From an optimization exercise on the open Yosys and OpenROAD flow, aimed at small area, a short achievable clock period and few clock cycles; shortcuts taken in it are not production practice. Function was checked by simulation only, so behaviour that the tests miss may differ from the original. Power is estimated from default activity; no workload was simulated.

==> design/flow/design.v <==
module epsilon_core (
    input  wire         clk,
    input  wire         rst,
    input  wire         req_valid,
    output wire         req_ready,
    input  wire [4:0]   req_op,
    input  wire [127:0] req_a,
    input  wire [127:0] req_b,
    output reg          resp_valid,
    output reg          resp_fault,
    output reg  [1:0]   resp_fc,
    output reg  [127:0] resp_y,
    output reg  [127:0] resp_z,
    output reg          resp_cf,
    output reg          resp_ir,
    output reg          resp_ex
);
    localparam [4:0] OP_ADD    = 5'h00, OP_ADD64  = 5'h01, OP_INC   = 5'h02;
    localparam [4:0] OP_SUB    = 5'h04, OP_SUB64  = 5'h05, OP_DEC   = 5'h06;
    localparam [4:0] OP_MUL    = 5'h08, OP_MUL64  = 5'h09;
    localparam [4:0] OP_DIVU64 = 5'h0C, OP_DIVU   = 5'h0D;
    localparam [4:0] OP_NEG    = 5'h10;
    localparam [4:0] OP_LSH    = 5'h14, OP_RSH    = 5'h15, OP_ROTL  = 5'h16;
    localparam [4:0] OP_CMPS   = 5'h18, OP_CMPU   = 5'h19, OP_CMPU64 = 5'h1A;
    localparam [4:0] OP_CVTF2U = 5'h1C, OP_CVTU2F = 5'h1D, OP_CVTI2F = 5'h1E;
    localparam [1:0] FC_NONE = 2'd0, FC_DIV_ZERO = 2'd1, FC_ILLEGAL = 2'd2;
    localparam [1:0] S_IDLE = 2'd0, S_EXEC = 2'd1, S_MUL = 2'd2, S_DIV = 2'd3;
    reg  [1:0]   state;
    reg  [4:0]   op_q;
    reg  [127:0] a_q;        
    reg  [127:0] b_q;        
    reg  [127:0] acc;        
    reg  [127:0] rem;        
    reg  [7:0]   count;      
    assign req_ready = (state == S_IDLE);
    wire [127:0] b64 = {64'd0, b_q[63:0]};    
    reg  [127:0] addsub_rhs;
    always @(*) begin
        case (op_q)
            OP_ADD, OP_SUB:     addsub_rhs = b_q;
            OP_ADD64, OP_SUB64: addsub_rhs = b64;
            default:            addsub_rhs = 128'd1;    
        endcase
    end
    wire [128:0] sum  = {1'b0, a_q} + {1'b0, addsub_rhs};
    wire [128:0] diff = {1'b0, a_q} - {1'b0, addsub_rhs};
    wire [127:0] neg_a = ~a_q + 128'd1;
    wire         sh_big  = |b_q[63:7];         
    wire [6:0]   sh_amt  = b_q[6:0];
    wire [127:0] lsh_y   = sh_big ? 128'd0 : (a_q << sh_amt);
    wire [127:0] rsh_y   = sh_big ? 128'd0 : (a_q >> sh_amt);
    wire [255:0] rot_w   = {a_q, a_q} << sh_amt;    
    wire [127:0] rotl_y  = rot_w[255:128];
    localparam [127:0] CMP_LT = {128{1'b1}};
    localparam [127:0] CMP_EQ = 128'd0;
    localparam [127:0] CMP_GT = 128'd1;
    reg [127:0] cmp_y;
    always @(*) begin
        case (op_q)
            OP_CMPS: begin
                if (a_q[127] != b_q[127])
                    cmp_y = a_q[127] ? CMP_LT : CMP_GT;
                else if (a_q < b_q)
                    cmp_y = CMP_LT;
                else if (a_q > b_q)
                    cmp_y = CMP_GT;
                else
                    cmp_y = CMP_EQ;
            end
            OP_CMPU: begin
                if (a_q < b_q)      cmp_y = CMP_LT;
                else if (a_q > b_q) cmp_y = CMP_GT;
                else                cmp_y = CMP_EQ;
            end
            default: begin         
                if (a_q < b64)      cmp_y = CMP_LT;
                else if (a_q > b64) cmp_y = CMP_GT;
                else                cmp_y = CMP_EQ;
            end
        endcase
    end
    wire         f_s = a_q[63];
    wire [10:0]  f_e = a_q[62:52];
    wire [51:0]  f_f = a_q[51:0];
    wire [52:0]  f_m = {1'b1, f_f};
    reg  [127:0] f2u_y;
    reg          f2u_ir, f2u_ex;
    reg  [11:0]  f_sh;
    always @(*) begin
        f_sh = 12'd0;
        if (f_e == 11'h7FF) begin
            f2u_y  = (f_f == 52'd0 && !f_s) ? {128{1'b1}} : 128'd0;
            f2u_ir = 1'b0;
            f2u_ex = 1'b0;
        end else if (f_e == 11'd0 && f_f == 52'd0) begin
            f2u_y  = 128'd0;             
            f2u_ir = 1'b1;
            f2u_ex = 1'b1;
        end else if (f_s) begin
            f2u_y  = 128'd0;             
            f2u_ir = 1'b0;
            f2u_ex = 1'b0;
        end else if (f_e == 11'd0) begin
            f2u_y  = 128'd0;             
            f2u_ir = 1'b1;
            f2u_ex = 1'b0;
        end else if (f_e >= 11'd1151) begin
            f2u_y  = {128{1'b1}};        
            f2u_ir = 1'b0;
            f2u_ex = 1'b0;
        end else if (f_e >= 11'd1075) begin
            f_sh   = {1'b0, f_e} - 12'd1075;           
            f2u_y  = {75'd0, f_m} << f_sh[6:0];
            f2u_ir = 1'b1;
            f2u_ex = 1'b1;
        end else begin
            f_sh   = 12'd1075 - {1'b0, f_e};           
            if (f_sh >= 12'd53) begin
                f2u_y  = 128'd0;
                f2u_ex = 1'b0;
            end else begin
                f2u_y  = {75'd0, f_m >> f_sh[5:0]};
                f2u_ex = ((f_m << (7'd53 - {1'b0, f_sh[5:0]})) & {53{1'b1}}) == 53'd0;
            end
            f2u_ir = 1'b1;
        end
    end
    wire         i2f_neg = (op_q == OP_CVTI2F) && a_q[127];
    wire [127:0] i2f_mag = i2f_neg ? neg_a : a_q;
    reg  [7:0]   i2f_lz;
    integer      i;
    always @(*) begin
        i2f_lz = 8'd128;
        for (i = 0; i < 128; i = i + 1)
            if (i2f_mag[i])
                i2f_lz = 8'd127 - i[7:0];
    end
    wire [127:0] i2f_norm   = i2f_mag << i2f_lz[6:0];     
    wire [52:0]  i2f_m      = i2f_norm[127:75];
    wire         i2f_guard  = i2f_norm[74];
    wire         i2f_sticky = |i2f_norm[73:0];
    wire         i2f_up     = i2f_guard && (i2f_sticky || i2f_m[0]);
    wire [10:0]  i2f_exp    = 11'd1023 + 11'd127 - {3'd0, i2f_lz};
    wire [62:0]  i2f_bits   = {i2f_exp, i2f_m[51:0]} + {62'd0, i2f_up};
    wire         i2f_zero   = (i2f_lz == 8'd128);
    wire [63:0]  i2f_y      = i2f_zero ? 64'd0 : {i2f_neg, i2f_bits};
    wire         i2f_ex     = !(i2f_guard || i2f_sticky);
    reg         r_fault;
    reg  [1:0]  r_fc;
    reg [127:0] r_y;
    reg         r_cf, r_ir, r_ex;
    always @(*) begin
        r_fault = 1'b0;
        r_fc    = FC_NONE;
        r_y     = 128'd0;
        r_cf    = 1'b0;
        r_ir    = 1'b0;
        r_ex    = 1'b0;
        case (op_q)
            OP_ADD, OP_ADD64, OP_INC: begin
                r_y  = sum[127:0];
                r_cf = sum[128];
            end
            OP_SUB, OP_SUB64, OP_DEC: begin
                r_y  = diff[127:0];
                r_cf = diff[128];
            end
            OP_NEG:    r_y = neg_a;
            OP_LSH:    r_y = lsh_y;
            OP_RSH:    r_y = rsh_y;
            OP_ROTL:   r_y = rotl_y;
            OP_CMPS, OP_CMPU, OP_CMPU64:
                       r_y = cmp_y;
            OP_CVTF2U: begin
                r_y  = f2u_y;
                r_ir = f2u_ir;
                r_ex = f2u_ex;
            end
            OP_CVTU2F, OP_CVTI2F: begin
                r_y  = {64'd0, i2f_y};
                r_ir = 1'b1;
                r_ex = i2f_ex;
            end
            OP_DIVU64, OP_DIVU: begin
                r_fault = 1'b1;
                r_fc    = FC_DIV_ZERO;
            end
            default: begin
                r_fault = 1'b1;
                r_fc    = FC_ILLEGAL;
            end
        endcase
    end
    wire div_zero = (op_q == OP_DIVU64) ? (b_q[63:0] == 64'd0) : (b_q == 128'd0);
    wire is_mul   = (op_q == OP_MUL) || (op_q == OP_MUL64);
    wire is_div   = (op_q == OP_DIVU64) || (op_q == OP_DIVU);
    wire [127:0] mul_acc_next = b_q[0] ? acc + a_q : acc;
    wire [128:0] div_shift = {rem, a_q[127]};
    wire [129:0] div_trial = {1'b0, div_shift} - {2'b0, b_q};
    wire         div_qbit  = !div_trial[129];
    wire [127:0] div_rem_next = div_qbit ? div_trial[127:0] : div_shift[127:0];
    always @(posedge clk) begin
        if (rst) begin
            state      <= S_IDLE;
            resp_valid <= 1'b0;
        end else begin
            resp_valid <= 1'b0;
            case (state)
                S_IDLE: begin
                    if (req_valid) begin
                        op_q  <= req_op;
                        a_q   <= req_a;
                        b_q   <= req_b;
                        state <= S_EXEC;
                    end
                end
                S_EXEC: begin
                    count <= 8'd0;
                    if (is_mul) begin
                        acc   <= 128'd0;
                        if (op_q == OP_MUL64)
                            b_q <= b64;
                        state <= S_MUL;
                    end else if (is_div && !div_zero) begin
                        rem   <= 128'd0;
                        if (op_q == OP_DIVU64)
                            b_q <= b64;
                        state <= S_DIV;
                    end else begin
                        resp_valid <= 1'b1;
                        resp_fault <= r_fault;
                        resp_fc    <= r_fc;
                        resp_y     <= r_y;
                        resp_z     <= 128'd0;
                        resp_cf    <= r_cf;
                        resp_ir    <= r_ir;
                        resp_ex    <= r_ex;
                        state      <= S_IDLE;
                    end
                end
                S_MUL: begin
                    acc   <= mul_acc_next;
                    a_q   <= a_q << 1;
                    b_q   <= b_q >> 1;
                    count <= count + 8'd1;
                    if (count == 8'd127) begin
                        resp_valid <= 1'b1;
                        resp_fault <= 1'b0;
                        resp_fc    <= FC_NONE;
                        resp_y     <= mul_acc_next;
                        resp_z     <= 128'd0;
                        resp_cf    <= 1'b0;
                        resp_ir    <= 1'b0;
                        resp_ex    <= 1'b0;
                        state      <= S_IDLE;
                    end
                end
                S_DIV: begin
                    rem   <= div_rem_next;
                    a_q   <= {a_q[126:0], div_qbit};
                    count <= count + 8'd1;
                    if (count == 8'd127) begin
                        resp_valid <= 1'b1;
                        resp_fault <= 1'b0;
                        resp_fc    <= FC_NONE;
                        resp_y     <= {a_q[126:0], div_qbit};
                        resp_z     <= div_rem_next;
                        resp_cf    <= 1'b0;
                        resp_ir    <= 1'b0;
                        resp_ex    <= 1'b0;
                        state      <= S_IDLE;
                    end
                end
            endcase
        end
    end
endmodule
==> design/flow/run.sh <==
#!/bin/bash
# synth_recipe.tcl (not shown) runs the flow's synth.tcl, then flattens the netlist and writes it again
# the make line also repeats each setting of config.mk as NAME=value (left out here)
make -C /OpenROAD-flow-scripts/flow DESIGN_CONFIG=/design/flow/config.mk WORK_HOME=/design/flow/orfs CLKGATE_MAP_FILE= SYNTH_SCRIPT=/design/flow/synth_recipe.tcl finish
==> design/flow/config.mk <==
export PLATFORM = sky130hd
export DESIGN_NAME = epsilon_core
export DESIGN_NICKNAME = epsilon_core
export VERILOG_FILES = /design/flow/design.v
export SDC_FILE = /design/flow/constraint.sdc
export NUM_CORES = 4
export LEC_CHECK = 0
export CAP_MARGIN = 40
export CORE_MARGIN = 2
export CORE_UTILIZATION = 25
export PLACE_DENSITY = 0.33
export SLEW_MARGIN = 40
==> design/flow/constraint.sdc <==
create_clock -name core_clock -period 15.0 [get_ports {clk}]
set_input_delay 3.0000 -clock core_clock [delete_from_list [all_inputs] [get_ports {clk}]]
set_output_delay 3.0000 -clock core_clock [all_outputs]
set_load 0.01 [all_outputs]
==> run summary <==
Netlist cell types -> 136
Final Core Density -> 0.295
hpwl dp -> 894000 µm
post-synthesis sequential area ratio -> 0.192
Synth Area in Adders -> 0.0682
antenna violations before repair -> 222
die height -> 707 µm
clk slew on worst S/H paths -> 0.08 ns
clk buf depth -> 4
PostCTS Resize Cnt -> 0
proportion of synthesized area in mux cells -> 0.107
largest net degree at the start of global routing -> 122
Worst-Margin Slew -> 1.12 ns
Post-synth EDFFs -> 787
total negative slack -> 0 ns
worst skew pair latency -> 0.98 ns
share of layout cells above drive strength 1 -> 0.110
post-synth top area cell -> edfxtp_1
area share of the largest cell type after synthesis -> 0.191
via count -> 151000
FF+latch area -> 0.0237 mm²
I/O Pins -> 528
WL/cell -> 46.1 µm
WHS -> 0.574 ns
CTS tree -> done
Post-synth ARST share -> 0
# nets final -> 18000
P&R area growth vs syn -> 17.7%
Avg Cell Area, Syn -> 7.25 µm²
Overflow after GRT -> 0
hold_buf cts -> 0
Synth Instances -> 17100
clock buffer count from CTS -> 116
top post-synthesis cells by area -> edfxtp_1 (19%), mux2i_1 (7.7%), ha_1 (6.8%)
Hold Crit Class -> flop to flop
largest family of logic cells by synthesized area -> compound AO/OA/AOI/OAI gates
vias in the first global route -> 142000
Total Power -> 0.0115 W
Syn. warnings -> 1
multi-input logic area -> 0.0946 mm²
Tmin final -> 12.47 ns
Final GP Congestion -> 1.09
Initial DRC Count -> 23200
post-synthesis compound-gate area fraction -> 0.294
fraction of the mapped netlist area in simple logic gates -> 0.226
Starting Density -> 0.251
die width -> 707 µm
TritonRoute pass-1 iters -> 7
CP arrival -> 13.11 ns
Root Driver -> clkbuf_16
DRC violations left -> 0
gr usage total -> 0.421
fill count -> 54500
leakage power -> 55.8 nW
synthesized flop and latch total -> 790
Worst Clk Skew -> 0.128 ns
f_max -> 80.2 MHz
Main synth FF type -> edfxtp_1
slew margin rel. -> 0.246
Site Rows -> 258
RSZ-0062 raised after global routing -> false
Area after DPL -> 0.141 mm²
Fin. Hold Viols -> 0
first-pass GRT wire length -> 1420000 µm
area of the die -> 0.500 mm²
# clock sinks -> 790
Worst VDD drop -> 0.0960 mV
outcome -> timing/DRC/antenna clean
CP Capture Type -> flop
Net Count, Synth -> 18000
final antenna-violating net count -> 0
port buffer count -> 527
XOR/XNOR Fraction of Synth Area -> 0.0470
core footprint -> 0.493 mm²
Slew Limit Fails -> 0
cell area after layout -> 0.145 mm²
CP Max Fanout -> 70
Req. time, crit path -> 15.64 ns
fin crit share -> 0.832
routed wire length -> 1100000 µm
path type of the worst setup path -> flop to flop
CTS H-tree depth -> 3
Max Cap Viol -> 0
Worst Setup Start Kind -> flop
PD cells -> 78.9 mW/mm²
DR vias/cell -> 6.34
final setup fails -> 0
Post-CTS Repair Setup Buffers -> 0
mapped cell area -> 0.124 mm²
## path summary, 6_finish.rpt
kind	start	endpoint	slack (ns)	cells past startpoint
worst max-delay path	a_q[46]	resp_y[19]	2.53	27
worst min-delay path	a_q[68]	a_q[69]	0.57	2
worst max register to register	a_q[46]	resp_y[19]	2.53	27
worst min register to register	a_q[68]	a_q[69]	0.57	2
## critical path: stages, from the launching register on
cell and delay, ns:
edfxtp_1 0.73, nor3_1 0.71, nand2_1 0.56, nor2_2 0.50
buf_4 0.42, nand3_1 0.39, nor3_1 0.57, nand2b_1 0.21
xor2_1 0.69, a31oi_1 0.25, nor4b_1 0.59, o211ai_2 0.52
nand2_8 0.57, inv_4 0.39, buf_12 0.31, a21oi_1 0.24
o22ai_1 0.09, or4_4 0.65, a222oi_1 0.62, o32ai_1 0.36
a31oi_1 0.25, nor4b_2 0.38, and3_1 0.33, nand2_1 0.20
xnor2_2 0.54, buf_4 0.21, o211ai_1 0.30, buf_4 0.29
## synthesized netlist by cell type (199+ instances only)
cell type  number
inv_1         625
edfxtp_1      787
ha_1          667
nor2_1       1929
nand2b_1      253
xnor2_1       463
a21oi_1      1639
a21o_1        324
clkbuf_1     1003
o21ai_0      1442
nand4_1       207
nand2_1      1624
o211ai_1      210
a221oi_1      199
nand3_1       622
nor3_1        350
buf_1         214
o22ai_1       243
mux2i_1       955
## cells in the final DEF, fill, tap and decap left out, types with 75 or more instances in the layout
| cell | Yosys | layout |
|---|---|---|
| a211oi_1 | 196 | 172 |
| a21boi_0 | 140 | 140 |
| a21o_1 | 324 | 323 |
| a21oi_1 | 1639 | 1588 |
| a221oi_1 | 199 | 142 |
| a31oi_1 | 155 | 148 |
| and2_1 | 115 | 111 |
| and3_1 | 109 | 104 |
| buf_4 | 27 | 722 |
| clkbuf_16 | 0 | 116 |
| clkdlybuf4s50_1 | 0 | 527 |
| diode_2 | 0 | 194 |
| edfxtp_1 | 787 | 787 |
| ha_1 | 667 | 660 |
| inv_1 | 625 | 616 |
| mux2_2 | 170 | 170 |
| mux2i_1 | 955 | 939 |
| mux4_2 | 75 | 75 |
| nand2_1 | 1624 | 1610 |
| nand2b_1 | 253 | 252 |
| nand3_1 | 622 | 619 |
| nand4_1 | 207 | 207 |
| nor2_1 | 1929 | 1891 |
| nor2b_1 | 106 | 106 |
| nor3_1 | 350 | 324 |
| nor4_1 | 175 | 154 |
| o2111ai_1 | 103 | 82 |
| o211ai_1 | 210 | 210 |
| o21ai_0 | 1442 | 1381 |
| o21ai_1 | 46 | 86 |
| o21bai_1 | 139 | 138 |
| o22ai_1 | 243 | 239 |
| o31ai_1 | 135 | 128 |
| or3_1 | 100 | 98 |
| xnor2_1 | 463 | 410 |
| xor2_1 | 196 | 176 |
## layout make-up
cell class / count / area share
inverters: 639 / 0.0168
multi-input cells: 14200 / 0.650
diodes: 194 / 0.00334
clock buffers: 130 / 0.0203
well taps: 6500 / 0.0559
clock inverters: 78 / 0.00641
flip-flops and latches: 790 / 0.163
repair buffers: 1344 / 0.0843
## report_power, final
group,leakage (nW),internal (W),total [W],switching (W)
sequential,7.46,0.00253,0.00265,0.000114
clock,1.90,0.00172,0.00302,0.00130
combinational,46.5,0.00156,0.00581,0.00425
## per-stage QoR
step	instances	worst slack (ns)
finish	23900	2.53
CTS	23700	3.09
global placement	23400	1.95
floorplan	17100	1.06
detailed placement	23500	3.20
global route	23800	2.62
## cell families (layout without fill, tap and decap cells)
| group | count (synthesis) | in the layout |
|---|---|---|
| DFF | 790 | 790 |
| muxes | 1203 | 1203 |
| and+or+nand+nor | 5944 | 5944 |
| adders and majority gates | 671 | 671 |
| xor gates and xnor gates | 661 | 661 |
| other | 0 | 194 |
| buffers and inverters | 2054 | 2191 |
| AOI/OAI and AO/OA | 5730 | 5730 |
## flip-flops by register name, indices dropped and copies added (netlist names)
signal and count:
op_q 5, resp_fault 1, rem 128, count 8
resp_fc 2, a_q 128, resp_cf 1, state 2
acc 128, resp_ex 1, b_q 128, resp_valid 1
resp_ir 1, resp_z 128, resp_y 128
## per-layer routing
layer | vias up | GRT usage | routed length [µm]
met5 | - | 0.00423 | 861
met4 | 81 | 0.306 | 96200
met2 | 9235 | 0.596 | 441000
met1 | 76500 | 0.550 | 459000
met3 | 2023 | 0.108 | 105000
li1 | 63600 | - | -
Testbench counts, summed over its fixed seeds: cycles 139,328.

separate check: timing with driven ports:
The flow's constraints put no driver on any port. The routed layout listed below was extracted and timed again, unchanged, in two steps. Step 1 assumes that a clkbuf_16 drives the clock port and a buf_2 every other input. Step 2 adds t to the input delays and takes it off the output delays; t is the mean of the earliest and latest rising clock arrival at the registers after step 1. Input paths then give back, and output paths get back, about the clock's delay inside the block. Three values: ideal ports, drivers, drivers and shift; two values: the first two.
shift t [ns]: 1.064
setup slack, ns: 2.527 / 2.527 / 2.527
latest minus earliest clock arrival (ns): 0.128 / 0.128
worst register clock-pin slew, ns: 0.08 / 0.08
worst data-port slew with drivers (ns): 0.15
After both steps this run still meets setup and hold. The setup slack of this run moves by 0.000 ns with the drivers and by 0.000 ns with both steps.
